Source: an optimization exercise on an open RTL-to-GDS flow (aim: small area, a short achievable clock period and few clock cycles). Production flows keep margins and buffers that such runs may drop. For this run, only the layout was checked, not whether the RTL still works. No activity file was given, so power comes from the tool's default toggle rates.

--- design.v ---
module tpx3_codec (
    input  wire        clk,
    input  wire        rst,
    input  wire        in_valid,
    output wire        in_ready,
    input  wire [7:0]  in_op,
    input  wire [47:0] in_a,
    input  wire [31:0] in_b,
    input  wire [31:0] in_c,
    input  wire [31:0] in_d,
    output wire        out_valid,
    input  wire        out_ready,
    output wire [47:0] out_res,
    output wire        out_err,
    output wire        out_amb
);
    localparam [7:0] OP_ADDR_ENC  = 8'h01;
    localparam [7:0] OP_ADDR_DEC  = 8'h02;
    localparam [7:0] OP_LFSR_STEP = 8'h08;
    localparam [7:0] OP_ENC_TOA   = 8'h10;
    localparam [7:0] OP_DEC_TOA   = 8'h11;
    localparam [7:0] OP_ENC_FTOA  = 8'h12;
    localparam [7:0] OP_DEC_FTOA  = 8'h13;
    localparam [7:0] OP_ENC_TOT   = 8'h14;
    localparam [7:0] OP_DEC_TOT   = 8'h15;
    localparam [7:0] OP_ENC_PC10  = 8'h18;
    localparam [7:0] OP_DEC_PC10  = 8'h19;
    localparam [7:0] OP_PKT_ASM   = 8'h40;
    localparam [7:0] OP_PKT_DIS   = 8'h41;
    localparam [7:0] OP_HIT_DEC   = 8'h43;
    localparam [9:0] TOT_OVV  = 10'h1FF;
    reg        s1_vld, s2_vld, s3_vld, s4_vld;
    reg [47:0] s1_res, s2_res, s3_res, s4_res;    
    reg        s1_err, s2_err, s3_err, s4_err;
    reg        s1_amb, s2_amb, s3_amb, s4_amb;
    reg        s1_enc, s2_enc, s3_enc;            
    reg        s1_dlo, s2_dlo, s3_dlo;            
    reg        s1_dhi, s2_dhi, s3_dhi;            
    reg        s1_glo, s1_ghi;                    
    reg [9:0]  s1_v;         
    reg [9:0]  s2_x, s2_y;   
    reg [4:0]  s2_r, s3_r;   
    reg [9:0]  s3_p;         
    wire en = !s4_vld || out_ready;      
    assign in_ready  = en;
    assign out_valid = s4_vld;
    assign out_res   = s4_res;
    assign out_err   = s4_err;
    assign out_amb   = s4_amb;
    function [14:0] t1_rom(input [4:0] k);
        begin
            t1_rom[0] = 32'hb9ce611e >> k;
            t1_rom[1] = 32'h83591eae >> k;
            t1_rom[2] = 32'h14ac63b6 >> k;
            t1_rom[3] = 32'h30db4e72 >> k;
            t1_rom[4] = 32'hc0f4d71e >> k;
            t1_rom[5] = 32'ha42f0cfe >> k;
            t1_rom[6] = 32'h48e8ffe4 >> k;
            t1_rom[7] = 32'ha7a7a36a >> k;
            t1_rom[8] = 32'h394dd9cc >> k;
            t1_rom[9] = 32'he6d1eaa2 >> k;
            t1_rom[10] = 32'ha6132e6a >> k;
            t1_rom[11] = 32'h4c15c2de >> k;
            t1_rom[12] = 32'h40b61f36 >> k;
            t1_rom[13] = 32'hde0b5126 >> k;
            t1_rom[14] = 32'h7e729450 >> k;
        end
    endfunction
    function [14:0] t2_rom(input [6:0] k);
        begin
            t2_rom[0] = 128'h0020130008000200211120c000004060 >> k;
            t2_rom[1] = 128'h0000010000000002189321c000214040 >> k;
            t2_rom[2] = 128'h12200300000802002013018000210100 >> k;
            t2_rom[3] = 128'h4220010008000200980201c000000160 >> k;
            t2_rom[4] = 128'h52209000000000022803008000014060 >> k;
            t2_rom[5] = 128'h520080000008000298c2010000210100 >> k;
            t2_rom[6] = 128'h5220920008080200a140000000000120 >> k;
            t2_rom[7] = 128'h400090000800000299c0204000004060 >> k;
            t2_rom[8] = 128'h100092000008000221d1200000214000 >> k;
            t2_rom[9] = 128'h000003000808020091d0214000200100 >> k;
            t2_rom[10] = 128'h0020130008000200211120c000004062 >> k;
            t2_rom[11] = 128'h00201200080002023982010000210020 >> k;
            t2_rom[12] = 128'h12001000080800021980204000004160 >> k;
            t2_rom[13] = 128'h5000120000080002a191200000214000 >> k;
            t2_rom[14] = 128'h00008300080802009190214000200100 >> k;
        end
    endfunction
    function [19:0] enc_rom(input [4:0] k);
        begin
            enc_rom[0] = 32'hefc380ff >> k;
            enc_rom[1] = 32'hdf8701ff >> k;
            enc_rom[2] = 32'hbf0e03ff >> k;
            enc_rom[3] = 32'h91df8701 >> k;
            enc_rom[4] = 32'h23bf0e03 >> k;
            enc_rom[5] = 32'h477e1c07 >> k;
            enc_rom[6] = 32'h8efc380f >> k;
            enc_rom[7] = 32'h1df8701f >> k;
            enc_rom[8] = 32'h3bf0e03f >> k;
            enc_rom[9] = 32'h77e1c07f >> k;
            enc_rom[10] = 32'h07fe389d >> k;
            enc_rom[11] = 32'h95dea3d2 >> k;
            enc_rom[12] = 32'ha0bfd55e >> k;
            enc_rom[13] = 32'h80b6f3c4 >> k;
            enc_rom[14] = 32'h7ec75a86 >> k;
            enc_rom[15] = 32'h6c1806da >> k;
            enc_rom[16] = 32'hebc2a42c >> k;
            enc_rom[17] = 32'h98224080 >> k;
            enc_rom[18] = 32'h249a6be6 >> k;
            enc_rom[19] = 32'h3e477e1c >> k;
        end
    endfunction
    function [13:0] gray2bin(input [13:0] g);
        integer i;
        for (i = 0; i < 14; i = i + 1)
            gray2bin[i] = ^(g >> i);
    endfunction
    wire [7:0]  op = in_op;
    wire [47:0] a  = in_a;
    wire [31:0] b  = in_b;
    wire [31:0] c  = in_c;
    wire [31:0] d  = in_d;
    wire a_hi4  = |a[47:4];
    wire a_hi8  = |a[47:8];
    wire a_hi10 = |a[47:10];
    wire a_hi14 = |a[47:14];
    wire a_hi16 = |a[47:16];
    wire hdr_ok = (a[47:44] == 4'b1010);
    wire [7:0]  t1 = c[7:0];
    wire [7:0]  t2 = c[15:8];
    wire [7:0]  t3 = c[23:16];
    wire [7:0]  t4 = c[31:24];
    wire        four = (|t3) && (|t4);
    wire        step_width_bad = (|b[31:5]) || (b[4:0] == 5'd0) || (b[4] && (|b[3:0]));
    wire        tb1 = (|t1[7:4]) || (!b[4] && (t1[3:0] >= b[3:0]));
    wire        tb2 = (|t2[7:4]) || (!b[4] && (t2[3:0] >= b[3:0]));
    wire        tb3 = (|t3[7:4]) || (!b[4] && (t3[3:0] >= b[3:0]));
    wire        tb4 = (|t4[7:4]) || (!b[4] && (t4[3:0] >= b[3:0]));
    wire        step_taps_bad = tb1 || tb2 || (four && (tb3 || tb4));
    reg  [15:0] step_mask;       
    integer     mi;
    always @* begin
        for (mi = 0; mi < 16; mi = mi + 1)
            step_mask[mi] = b[4] || (mi < b[3:0]);
    end
    wire        step_reg_bad = a_hi16 || (|(a[15:0] & ~step_mask));
    wire [15:0] sreg = a[15:0];
    wire        step_fb = sreg[t1[3:0]] ^ sreg[t2[3:0]] ^
                          (four ? (sreg[t3[3:0]] ^ sreg[t4[3:0]]) : 1'b0);
    wire [15:0] step_out = ({sreg[14:0], 1'b0} & step_mask) | {15'd0, step_fb};
    reg [47:0] c_res;
    reg        c_err, c_amb;
    reg [9:0]  c_v;
    reg        c_enc, c_dlo, c_dhi;
    reg        c_glo, c_ghi;
    always @* begin
        c_res = 48'd0;
        c_err = 1'b0;
        c_amb = 1'b0;
        c_v   = a[9:0];
        c_enc = 1'b0;
        c_dlo = 1'b0;
        c_dhi = 1'b0;
        c_glo = 1'b0;
        c_ghi = 1'b0;
        case (op)
            OP_ADDR_ENC: begin
                if (a_hi8 || (|b[31:8])) c_err = 1'b1;
                else c_res[15:0] = {a[7:1], b[7:2], a[0], b[1:0]};
            end
            OP_ADDR_DEC: begin
                if (a_hi16) c_err = 1'b1;
                else c_res[15:0] = {a[15:9], a[2], a[8:3], a[1:0]};
            end
            OP_LFSR_STEP: begin
                if (step_width_bad || step_taps_bad || step_reg_bad) c_err = 1'b1;
                else c_res[15:0] = step_out;
            end
            OP_ENC_TOA: begin
                if (a_hi14) c_err = 1'b1;
                else c_res[13:0] = a[13:0] ^ {1'b0, a[13:1]};
            end
            OP_DEC_TOA: begin
                if (a_hi14) c_err = 1'b1;
                else begin
                    c_res[13:0] = a[13:0];       
                    c_glo = 1'b1;
                end
            end
            OP_ENC_FTOA: begin
                c_res[3:0] = a_hi4 ? 4'd15 : a[3:0];
            end
            OP_DEC_FTOA: begin
                if (a_hi4) c_err = 1'b1;
                else c_res[3:0] = a[3:0];
            end
            OP_ENC_TOT, OP_ENC_PC10: begin
                if (a_hi10 || a[9:1] == 9'h1FF) c_res[9:0] = TOT_OVV;
                else c_enc = 1'b1;
            end
            OP_DEC_TOT, OP_DEC_PC10: begin
                if (a_hi10) c_err = 1'b1;
                else if (a[9:0] == 10'd0) c_amb = 1'b1;
                else c_dlo = 1'b1;
            end
            OP_PKT_ASM: begin
                if (a_hi16 || (|b[31:14]) || (|c[31:10]) || (|d[31:4])) c_err = 1'b1;
                else c_res = {4'b1010, a[15:0], b[13:0], c[9:0], d[3:0]};
            end
            OP_PKT_DIS: begin
                if (!hdr_ok) c_err = 1'b1;
                else c_res = {4'd0, a[43:0]};
            end
            OP_HIT_DEC: begin
                c_v = a[13:4];
                if ((|b[31:1]) || d[0] || !hdr_ok) c_err = 1'b1;
                else begin
                    c_res = {4'd0, a[43:37], a[30], a[36:31], a[29:28],
                             a[27:14], 10'd0, a[3:0]};
                    c_ghi = c[0];                
                    if (b[0] || !c[0]) c_res[13:4] = a[13:4];
                    else c_dhi = (a[13:4] != 10'd0);
                    c_amb = !b[0] && (a[13:4] == 10'd0);
                end
            end
            default: c_err = 1'b1;
        endcase
    end
    always @(posedge clk) begin
        if (rst) begin
            s1_vld <= 1'b0;
            s2_vld <= 1'b0;
            s3_vld <= 1'b0;
            s4_vld <= 1'b0;
        end else if (en) begin
            s1_vld <= in_valid;
            s2_vld <= s1_vld;
            s3_vld <= s2_vld;
            s4_vld <= s3_vld;
        end
    end
    always @(posedge clk) begin
        if (en) begin
            s1_res <= c_res;  s1_err <= c_err;  s1_amb <= c_amb;
            s1_v   <= c_v;    s1_enc <= c_enc;  s1_dlo <= c_dlo;  s1_dhi <= c_dhi;
            s1_glo <= c_glo;  s1_ghi <= c_ghi;
            s2_res <= b_res;  s2_err <= s1_err; s2_amb <= s1_amb;
            s2_enc <= s1_enc; s2_dlo <= s1_dlo; s2_dhi <= s1_dhi;
            s2_x   <= b_x;    s2_y   <= b_y;    s2_r   <= b_r;
            s3_res <= s2_res; s3_err <= s2_err; s3_amb <= s2_amb;
            s3_enc <= s2_enc; s3_dlo <= s2_dlo; s3_dhi <= s2_dhi;
            s3_p   <= c_p;    s3_r   <= s2_r;
            s4_res <= d_res;  s4_err <= s3_err; s4_amb <= s3_amb;
        end
    end
    wire [9:0]  fa = {s1_v[6:0], s1_v[9:7]};    
    wire [4:0]  pk;
    assign pk[0] = (fa[0] & (fa[1] ^ fa[3] ^ fa[7] ^ fa[9])) ^ (fa[1] & (1'b1 ^ fa[2] ^ fa[4])) ^ (fa[2] & (fa[4] ^ fa[5] ^ fa[6])) ^ (fa[3] & (1'b1 ^ fa[4] ^ fa[6] ^ fa[8])) ^ (fa[4] & (fa[5] ^ fa[7] ^ fa[8] ^ fa[9])) ^ (fa[5] & (1'b1 ^ fa[6] ^ fa[7])) ^ (fa[6] & (1'b1 ^ fa[8] ^ fa[9])) ^ (fa[7] & (fa[9])) ^ fa[8];
    assign pk[1] = (fa[0] & (fa[1] ^ fa[2] ^ fa[6] ^ fa[8])) ^ (fa[1] & (fa[2] ^ fa[4] ^ fa[8])) ^ (fa[2] & (1'b1 ^ fa[3] ^ fa[5])) ^ (fa[3] & (fa[5] ^ fa[6] ^ fa[7])) ^ (fa[4] & (1'b1 ^ fa[5] ^ fa[7] ^ fa[9])) ^ (fa[5] & (fa[6] ^ fa[8] ^ fa[9])) ^ (fa[6] & (1'b1 ^ fa[7] ^ fa[8])) ^ (fa[7] & (1'b1 ^ fa[9])) ^ fa[9];
    assign pk[2] = (fa[0] & (fa[1] ^ fa[3] ^ fa[5] ^ fa[8])) ^ (fa[1] & (1'b1 ^ fa[3] ^ fa[4] ^ fa[6] ^ fa[7] ^ fa[8])) ^ (fa[2] & (fa[6] ^ fa[7] ^ fa[8])) ^ (fa[3] & (fa[5] ^ fa[6] ^ fa[9])) ^ fa[4] ^ (fa[5] & (1'b1 ^ fa[6] ^ fa[7] ^ fa[9])) ^ (fa[6] & (1'b1 ^ fa[7] ^ fa[8])) ^ fa[7] ^ fa[8];
    assign pk[3] = (fa[0] & (1'b1 ^ fa[2] ^ fa[3] ^ fa[6] ^ fa[8] ^ fa[9])) ^ (fa[1] & (fa[2] ^ fa[3] ^ fa[5] ^ fa[8])) ^ (fa[2] & (fa[7] ^ fa[9])) ^ (fa[3] & (fa[4] ^ fa[5] ^ fa[8] ^ fa[9])) ^ (fa[4] & (fa[6] ^ fa[7] ^ fa[9])) ^ (fa[5] & (1'b1 ^ fa[6] ^ fa[7])) ^ (fa[6] & (1'b1 ^ fa[7] ^ fa[9])) ^ (fa[8] & (fa[9])) ^ fa[9];
    assign pk[4] = (fa[0] & (fa[1] ^ fa[2] ^ fa[4] ^ fa[7] ^ fa[9])) ^ (fa[1] & (fa[6] ^ fa[8] ^ fa[9])) ^ (fa[2] & (fa[3] ^ fa[4] ^ fa[7] ^ fa[8] ^ fa[9])) ^ (fa[3] & (fa[5] ^ fa[6] ^ fa[8] ^ fa[9])) ^ (fa[4] & (1'b1 ^ fa[5] ^ fa[6] ^ fa[9])) ^ (fa[5] & (1'b1 ^ fa[6] ^ fa[8] ^ fa[9])) ^ (fa[7] & (fa[8])) ^ fa[8];
    wire [14:0] t1o = t1_rom(pk);
    wire [19:0] elo = enc_rom(s1_v[4:0]);
    wire [19:0] ehi = enc_rom(s1_v[9:5]);
    wire [9:0]  b_x = s1_enc ? elo[9:0]    : fa;
    wire [9:0]  b_y = s1_enc ? ehi[19:10] : t1o[9:0];
    wire [4:0]  b_r = t1o[14:10];
    wire [13:0] gsrc = s1_ghi ? s1_res[27:14] : s1_res[13:0];
    wire [13:0] gbin = gray2bin(gsrc);
    wire [47:0] b_res = {s1_res[47:28],
                         s1_ghi ? gbin : s1_res[27:14],
                         s1_glo ? gbin : s1_res[13:0]};
    wire [9:0]  c_p;
    wire s2_x_s2_y_d0 = (s2_x[0] & s2_y[0]);
    wire s2_x_s2_y_d1 = (s2_x[0] & s2_y[1]) ^ (s2_x[1] & s2_y[0]);
    wire s2_x_s2_y_d2 = (s2_x[0] & s2_y[2]) ^ (s2_x[1] & s2_y[1]) ^ (s2_x[2] & s2_y[0]);
    wire s2_x_s2_y_d3 = (s2_x[0] & s2_y[3]) ^ (s2_x[1] & s2_y[2]) ^ (s2_x[2] & s2_y[1]) ^ (s2_x[3] & s2_y[0]);
    wire s2_x_s2_y_d4 = (s2_x[0] & s2_y[4]) ^ (s2_x[1] & s2_y[3]) ^ (s2_x[2] & s2_y[2]) ^ (s2_x[3] & s2_y[1]) ^ (s2_x[4] & s2_y[0]);
    wire s2_x_s2_y_d5 = (s2_x[0] & s2_y[5]) ^ (s2_x[1] & s2_y[4]) ^ (s2_x[2] & s2_y[3]) ^ (s2_x[3] & s2_y[2]) ^ (s2_x[4] & s2_y[1]) ^ (s2_x[5] & s2_y[0]);
    wire s2_x_s2_y_d6 = (s2_x[0] & s2_y[6]) ^ (s2_x[1] & s2_y[5]) ^ (s2_x[2] & s2_y[4]) ^ (s2_x[3] & s2_y[3]) ^ (s2_x[4] & s2_y[2]) ^ (s2_x[5] & s2_y[1]) ^ (s2_x[6] & s2_y[0]);
    wire s2_x_s2_y_d7 = (s2_x[0] & s2_y[7]) ^ (s2_x[1] & s2_y[6]) ^ (s2_x[2] & s2_y[5]) ^ (s2_x[3] & s2_y[4]) ^ (s2_x[4] & s2_y[3]) ^ (s2_x[5] & s2_y[2]) ^ (s2_x[6] & s2_y[1]) ^ (s2_x[7] & s2_y[0]);
    wire s2_x_s2_y_d8 = (s2_x[0] & s2_y[8]) ^ (s2_x[1] & s2_y[7]) ^ (s2_x[2] & s2_y[6]) ^ (s2_x[3] & s2_y[5]) ^ (s2_x[4] & s2_y[4]) ^ (s2_x[5] & s2_y[3]) ^ (s2_x[6] & s2_y[2]) ^ (s2_x[7] & s2_y[1]) ^ (s2_x[8] & s2_y[0]);
    wire s2_x_s2_y_d9 = (s2_x[0] & s2_y[9]) ^ (s2_x[1] & s2_y[8]) ^ (s2_x[2] & s2_y[7]) ^ (s2_x[3] & s2_y[6]) ^ (s2_x[4] & s2_y[5]) ^ (s2_x[5] & s2_y[4]) ^ (s2_x[6] & s2_y[3]) ^ (s2_x[7] & s2_y[2]) ^ (s2_x[8] & s2_y[1]) ^ (s2_x[9] & s2_y[0]);
    wire s2_x_s2_y_d10 = (s2_x[1] & s2_y[9]) ^ (s2_x[2] & s2_y[8]) ^ (s2_x[3] & s2_y[7]) ^ (s2_x[4] & s2_y[6]) ^ (s2_x[5] & s2_y[5]) ^ (s2_x[6] & s2_y[4]) ^ (s2_x[7] & s2_y[3]) ^ (s2_x[8] & s2_y[2]) ^ (s2_x[9] & s2_y[1]);
    wire s2_x_s2_y_d11 = (s2_x[2] & s2_y[9]) ^ (s2_x[3] & s2_y[8]) ^ (s2_x[4] & s2_y[7]) ^ (s2_x[5] & s2_y[6]) ^ (s2_x[6] & s2_y[5]) ^ (s2_x[7] & s2_y[4]) ^ (s2_x[8] & s2_y[3]) ^ (s2_x[9] & s2_y[2]);
    wire s2_x_s2_y_d12 = (s2_x[3] & s2_y[9]) ^ (s2_x[4] & s2_y[8]) ^ (s2_x[5] & s2_y[7]) ^ (s2_x[6] & s2_y[6]) ^ (s2_x[7] & s2_y[5]) ^ (s2_x[8] & s2_y[4]) ^ (s2_x[9] & s2_y[3]);
    wire s2_x_s2_y_d13 = (s2_x[4] & s2_y[9]) ^ (s2_x[5] & s2_y[8]) ^ (s2_x[6] & s2_y[7]) ^ (s2_x[7] & s2_y[6]) ^ (s2_x[8] & s2_y[5]) ^ (s2_x[9] & s2_y[4]);
    wire s2_x_s2_y_d14 = (s2_x[5] & s2_y[9]) ^ (s2_x[6] & s2_y[8]) ^ (s2_x[7] & s2_y[7]) ^ (s2_x[8] & s2_y[6]) ^ (s2_x[9] & s2_y[5]);
    wire s2_x_s2_y_d15 = (s2_x[6] & s2_y[9]) ^ (s2_x[7] & s2_y[8]) ^ (s2_x[8] & s2_y[7]) ^ (s2_x[9] & s2_y[6]);
    wire s2_x_s2_y_d16 = (s2_x[7] & s2_y[9]) ^ (s2_x[8] & s2_y[8]) ^ (s2_x[9] & s2_y[7]);
    wire s2_x_s2_y_d17 = (s2_x[8] & s2_y[9]) ^ (s2_x[9] & s2_y[8]);
    wire s2_x_s2_y_d18 = (s2_x[9] & s2_y[9]);
    assign c_p[0] = s2_x_s2_y_d0 ^ s2_x_s2_y_d10 ^ s2_x_s2_y_d17;
    assign c_p[1] = s2_x_s2_y_d1 ^ s2_x_s2_y_d11 ^ s2_x_s2_y_d18;
    assign c_p[2] = s2_x_s2_y_d2 ^ s2_x_s2_y_d12;
    assign c_p[3] = s2_x_s2_y_d3 ^ s2_x_s2_y_d10 ^ s2_x_s2_y_d13 ^ s2_x_s2_y_d17;
    assign c_p[4] = s2_x_s2_y_d4 ^ s2_x_s2_y_d11 ^ s2_x_s2_y_d14 ^ s2_x_s2_y_d18;
    assign c_p[5] = s2_x_s2_y_d5 ^ s2_x_s2_y_d12 ^ s2_x_s2_y_d15;
    assign c_p[6] = s2_x_s2_y_d6 ^ s2_x_s2_y_d13 ^ s2_x_s2_y_d16;
    assign c_p[7] = s2_x_s2_y_d7 ^ s2_x_s2_y_d14 ^ s2_x_s2_y_d17;
    assign c_p[8] = s2_x_s2_y_d8 ^ s2_x_s2_y_d15 ^ s2_x_s2_y_d18;
    assign c_p[9] = s2_x_s2_y_d9 ^ s2_x_s2_y_d16;
    wire [14:0] t2o  = t2_rom({s3_p[9], s3_p[7], s3_p[6], s3_p[5], s3_p[3], s3_p[1], s3_p[0]});
    wire [5:0]  dlo  = {1'b0, t2o[4:0]} + {1'b0, s3_r};
    wire [9:0]  dcnt = {dlo[5] ? t2o[14:10] : t2o[9:5], dlo[4:0]};
    wire [9:0]  ecnt = {s3_p[2:0], s3_p[9:3]};
    wire [9:0]  cod  = s3_enc ? ecnt : dcnt;
    wire [47:0] d_res = {s3_res[47:14],
                         s3_res[13:10] | (s3_dhi ? cod[9:6] : 4'd0),
                         s3_res[9:4]   | (s3_dhi ? cod[5:0] : 6'd0) | ((s3_dlo | s3_enc) ? cod[9:4] : 6'd0),
                         s3_res[3:0]   | ((s3_dlo | s3_enc) ? cod[3:0] : 4'd0)};
endmodule
--- run.sh ---
#!/bin/bash
# synth_recipe.tcl (not shown) runs the flow's synth.tcl, then flattens the netlist and writes it again
# the make line also repeats each setting of config.mk as NAME=value (left out here)
make -C /OpenROAD-flow-scripts/flow DESIGN_CONFIG=/design/flow/config.mk WORK_HOME=/design/flow/orfs CLKGATE_MAP_FILE= SYNTH_SCRIPT=/design/flow/synth_recipe.tcl finish
--- config.mk ---
export PLATFORM = sky130hd
export DESIGN_NAME = tpx3_codec
export DESIGN_NICKNAME = tpx3_codec
export VERILOG_FILES = /design/flow/design.v
export SDC_FILE = /design/flow/constraint.sdc
export NUM_CORES = 4
export LEC_CHECK = 0
export CAP_MARGIN = 20
export CORE_MARGIN = 2
export CORE_UTILIZATION = 40
export PLACE_DENSITY = 0.6
export SETUP_SLACK_MARGIN = 4
export SLEW_MARGIN = 20
--- constraint.sdc ---
create_clock -name core_clock -period 8.0 [get_ports {clk}]
set_input_delay 1.6000 -clock core_clock [delete_from_list [all_inputs] [get_ports {clk}]]
set_output_delay 1.6000 -clock core_clock [all_outputs]
set_load 0.01 [all_outputs]
==> run summary <==
==> path summary, 6_finish.rpt <==
check             startpoint    endpoint  slack, ns  depth (start not counted)
setup / recovery     s3_p[5]   s4_res[8]       3.55                         23
hold / removal    s1_res[40]  s2_res[40]       0.41                          0
setup reg to reg     s3_p[5]   s4_res[8]       3.55                         23
hold reg to reg   s1_res[40]  s2_res[40]       0.41                          0
==> cell families (layout without fill, tap and decap cells) <==
logic type | after synthesis | in the layout
compound gates | 478 | 478
fa+ha+maj | 73 | 73
mux | 55 | 55
xor+xnor | 189 | 189
buf+inv | 223 | 432
flops | 253 | 253
other cells | 1 | 3
simple gates | 569 | 570
==> layout make-up <==
class | instances | area share
multi-input combinational | 1367 | 0.4454
inverter | 73 | 0.01422
timing repair buffer | 309 | 0.1327
clock inverter | 20 | 0.01029
sequential | 253 | 0.3342
antenna | 1 | 0.0001107
tap | 592 | 0.03276
clock buffer | 30 | 0.03038
==> critical path, cell delays in order, from the launching register on <==
cell and delay, ns:
edfxtp_1 0.37, buf_12 0.22, clkinvlp_4 0.23, buf_12 0.18, nand2_2 0.10, o21ai_0 0.11, a22o_1 0.20, a22oi_1 0.19
a22oi_2 0.08, ha_1 0.36, a21oi_2 0.07, o21bai_1 0.16, a21o_4 0.22, inv_6 0.06, ha_4 0.17, buf_4 0.13
and2_4 0.16, o21ai_2 0.13, inv_1 0.07, o21ai_1 0.13, nand2_1 0.12, a41oi_2 0.26, o21ai_2 0.12, a221o_1 0.34
==> repair_timing <==
action / CTS / global route
pin swaps: 30 / 43
endpoints found under the setup margin: 61 / 110
hold buffers: 0 / 0
gates cloned: 2 / 2
setup buffers: 42 / 35
gates resized for setup: 85 / 91
hold endpoints to repair: 0 / 0
==> registers in the layout (all words and copies together) (netlist names), 5 cells and up <==
signal / flops
s3_res: 45
s2_res: 45
s1_v: 10
s3_r: 5
s3_p: 10
s2_x: 10
s2_r: 5
s2_y: 10
s1_res: 45
s4_res: 45
==> cells in the final DEF (no fill, tap or decap), types with 10 or more instances in the layout <==
cell type	Yosys	layout
clkdlybuf4s50_1	0	177
nand2_1	264	258
nor4_1	32	21
a22oi_1	17	16
nor3_1	28	22
dlymetal6s2s_1	0	15
nand3_1	41	38
o22ai_1	11	11
a21o_1	12	11
ha_1	71	58
mux4_2	23	23
buf_4	6	85
mux2_2	10	10
dlygate4sd2_1	0	11
and3_1	12	11
o21ai_1	5	13
a31oi_1	24	24
inv_1	69	58
xor2_1	44	43
mux2i_1	19	18
o211ai_1	28	28
a21oi_1	109	102
nand2b_1	27	25
o21ai_0	117	104
a211oi_1	15	14
a222oi_1	13	13
edfxtp_1	249	249
clkbuf_16	0	27
nor2_1	107	102
a22o_1	26	25
clkinvlp_4	0	11
xnor2_1	123	122
nor2b_1	15	13
==> report_power, final <==
part           internal (mW)  switching, mW  total (mW)  leakage [nW]
combinational           1.75           2.00        3.75          5.55
sequential              1.71          0.186        1.89          2.96
clock                  0.734          0.556        1.29         0.436
==> metal layers <==
metal	track usage	vias up	wire [um]	share of wire
li1	-	7148	-	-
met1	0.3151	7405	23830	0.43
met2	0.3550	672	25370	0.46
met3	0.03340	137	4003	0.073
met4	0.07839	0	1733	0.032
met5	0	-	0	0
==> metrics by stage <==
stage / worst slack [ns] / utilization / power, mW
CTS: 3.597 / 0.4963 / 6.697
global placement: 2.921 / 0.4618 / 5.068
floorplan: 1.771 / - / 4.302
global route: 3.410 / 0.5114 / 7.353
detailed placement: 2.876 / 0.4618 / 5.085
finish: 3.555 / 0.5114 / 6.932
==> impl_results.md <==
* IO Pins at between 200 and 250
* Largest family of logic cells by synthesized area: compound AO/OA/AOI/OAI gates
* Critical path launch point type: flip-flop
* Worst EP arrival at 4.75 ns
* Layout cell share with drive strength beyond 1 at 0.1525
* Yosys warning count at 1
* Slew Limit Fails at 0
* P per Cell Area at 306.6 nW/um^2
* Routed vias/inst at slightly below 6
* Fillers at 3,945
* RSZ-0062 raised after global routing: yes
* Sequential Area at 7557 sq um
* Fin area at 22,610 sq um
* Adder-cell share of the synthesized area at 0.05121
* Max-Cap Viols at 0
* Minimum clock period at ~4.4 ns
* Rel. slew slack at 0.3316
* Critical setup path kind: reg -> reg
* Largest area contributor in the netlist: edfxtp_1
* Dpl cell area at slightly above 20,000 sq um
* Synth Area in Compound Gates at 0.1771
* Synth area leaders: edfxtp_1 42%, xnor2_1 6.0%, nand2_1 5.5%, ha_1 5.0%, o21ai_0 3.3%
* Gate Count Post-Synth at 1,841
* Clk latency of the worst-skew pair at 0.56 ns
* Run status: finished clean
* Via count at around 15,000
* Fmax at 225.0 MHz
* Reg clk slew, reported paths at 0.06 ns
* CTS root buf: clkbuf_16
* First-pass GRT wire length at around 83,000 um
* Total negative setup slack at 0 ns
* H-tree levels at 1
* Final setup vio count at 0
* Final period util at 0.5556
* Vias in the first global route at approximately 14,000
* Register area share after synthesis at 0.4214
* Detailed Route WL at 54,930 um
* Crit Path Max Fanout at 41
* Clock buffer depth at 3
* Number of synthesized flops with an enable pin at 249
* Worst Skew at 0.01131 ns
* Fin Hold WS at between 0.4 and 0.5 ns
* Gr ovfl total at 0
* Post-route ant nets at 0
* Most instantiated cells after synthesis: 264 x nand2_1, 249 x edfxtp_1, 123 x xnor2_1
* Yosys cell types at 95
* I/O Buffers at 205
* Number of synthesized register bits at approximately 250
* Maximum number of pins on one net before global-route repair at 176
* TritonCTS Sinks at 253
* Mux contribution to synthesized area at 0.04828
* Hpwl dp at between 30,000 and 40,000 um
* Dpl cells at 2,513
* Avg Inst Size Synth at 9.740 sq um
* CTS tree: yes
* Initial antenna violation count at 1
* Non-Filler Instances at 2,645
* Top-count cell post-synth: nand2_1
* P_leak at 8.941 nW
* Synth Area in XOR/XNOR at 0.1075
* First-pass iteration count of the detailed router at 6
* Die W at 215.7 um
* Worst hold path type: reg -> reg
* Peak supply drop at about 0.25 mV
* DRC violations left at 0
* Initial Util at 0.4055
* Final hold violation count at 0
* DR WL/cell at 20.77 um
* Area occupied by multi-input gates at around 10,000 sq um
* Worst-margin pin slew at 1.003 ns
* Rows at 77
* Required time of the critical path at about 8.3 ns
* Final #Nets at 2,259
* 1st-iter DRT viols at 1,928
* CTS Buf Count at 27
* Total GRT Usage at 0.2248
* Die ar. at 46,540 sq um
* Share of flip-flops with an asynchronous set or reset at 0
* Synth Cell Area at 17,930 sq um
* Synth Flop Type: edfxtp_1
* Area delta synth->final at 26.10%
* RePlAce Congestion at 0.9553
* Chip height at ~220 um
* Yosys top cell area share at 0.4170
* CP Capture Type: flip-flop
* Core area at 44,220 sq um
* Simple-gate area share of the yosys netlist at 0.1444

port drivers added, routing unchanged:
The results above use ideal ports. As a check the final layout listed here was re-extracted and re-timed, cells and wires unchanged.
Step 1, drivers: a clkbuf_16 drives clk and a buf_2 each remaining input, both assumed.
Step 2, shift: input delay + t, output delay - t, t = (earliest + latest rising clock arrival at the registers) / 2. This alone moves slack from input paths to output paths.
Slacks: no drivers / after step 1 / after step 2; pairs: no drivers / after step 1.
t, ns: 0.612
setup slack, ns: 3.555 / 3.555 / 3.420
pins driven straight from the clock port: 1
After both steps this run still meets setup and hold. For this run, drivers alone change the setup slack by 0.000 ns; drivers and shift together by -0.135 ns.
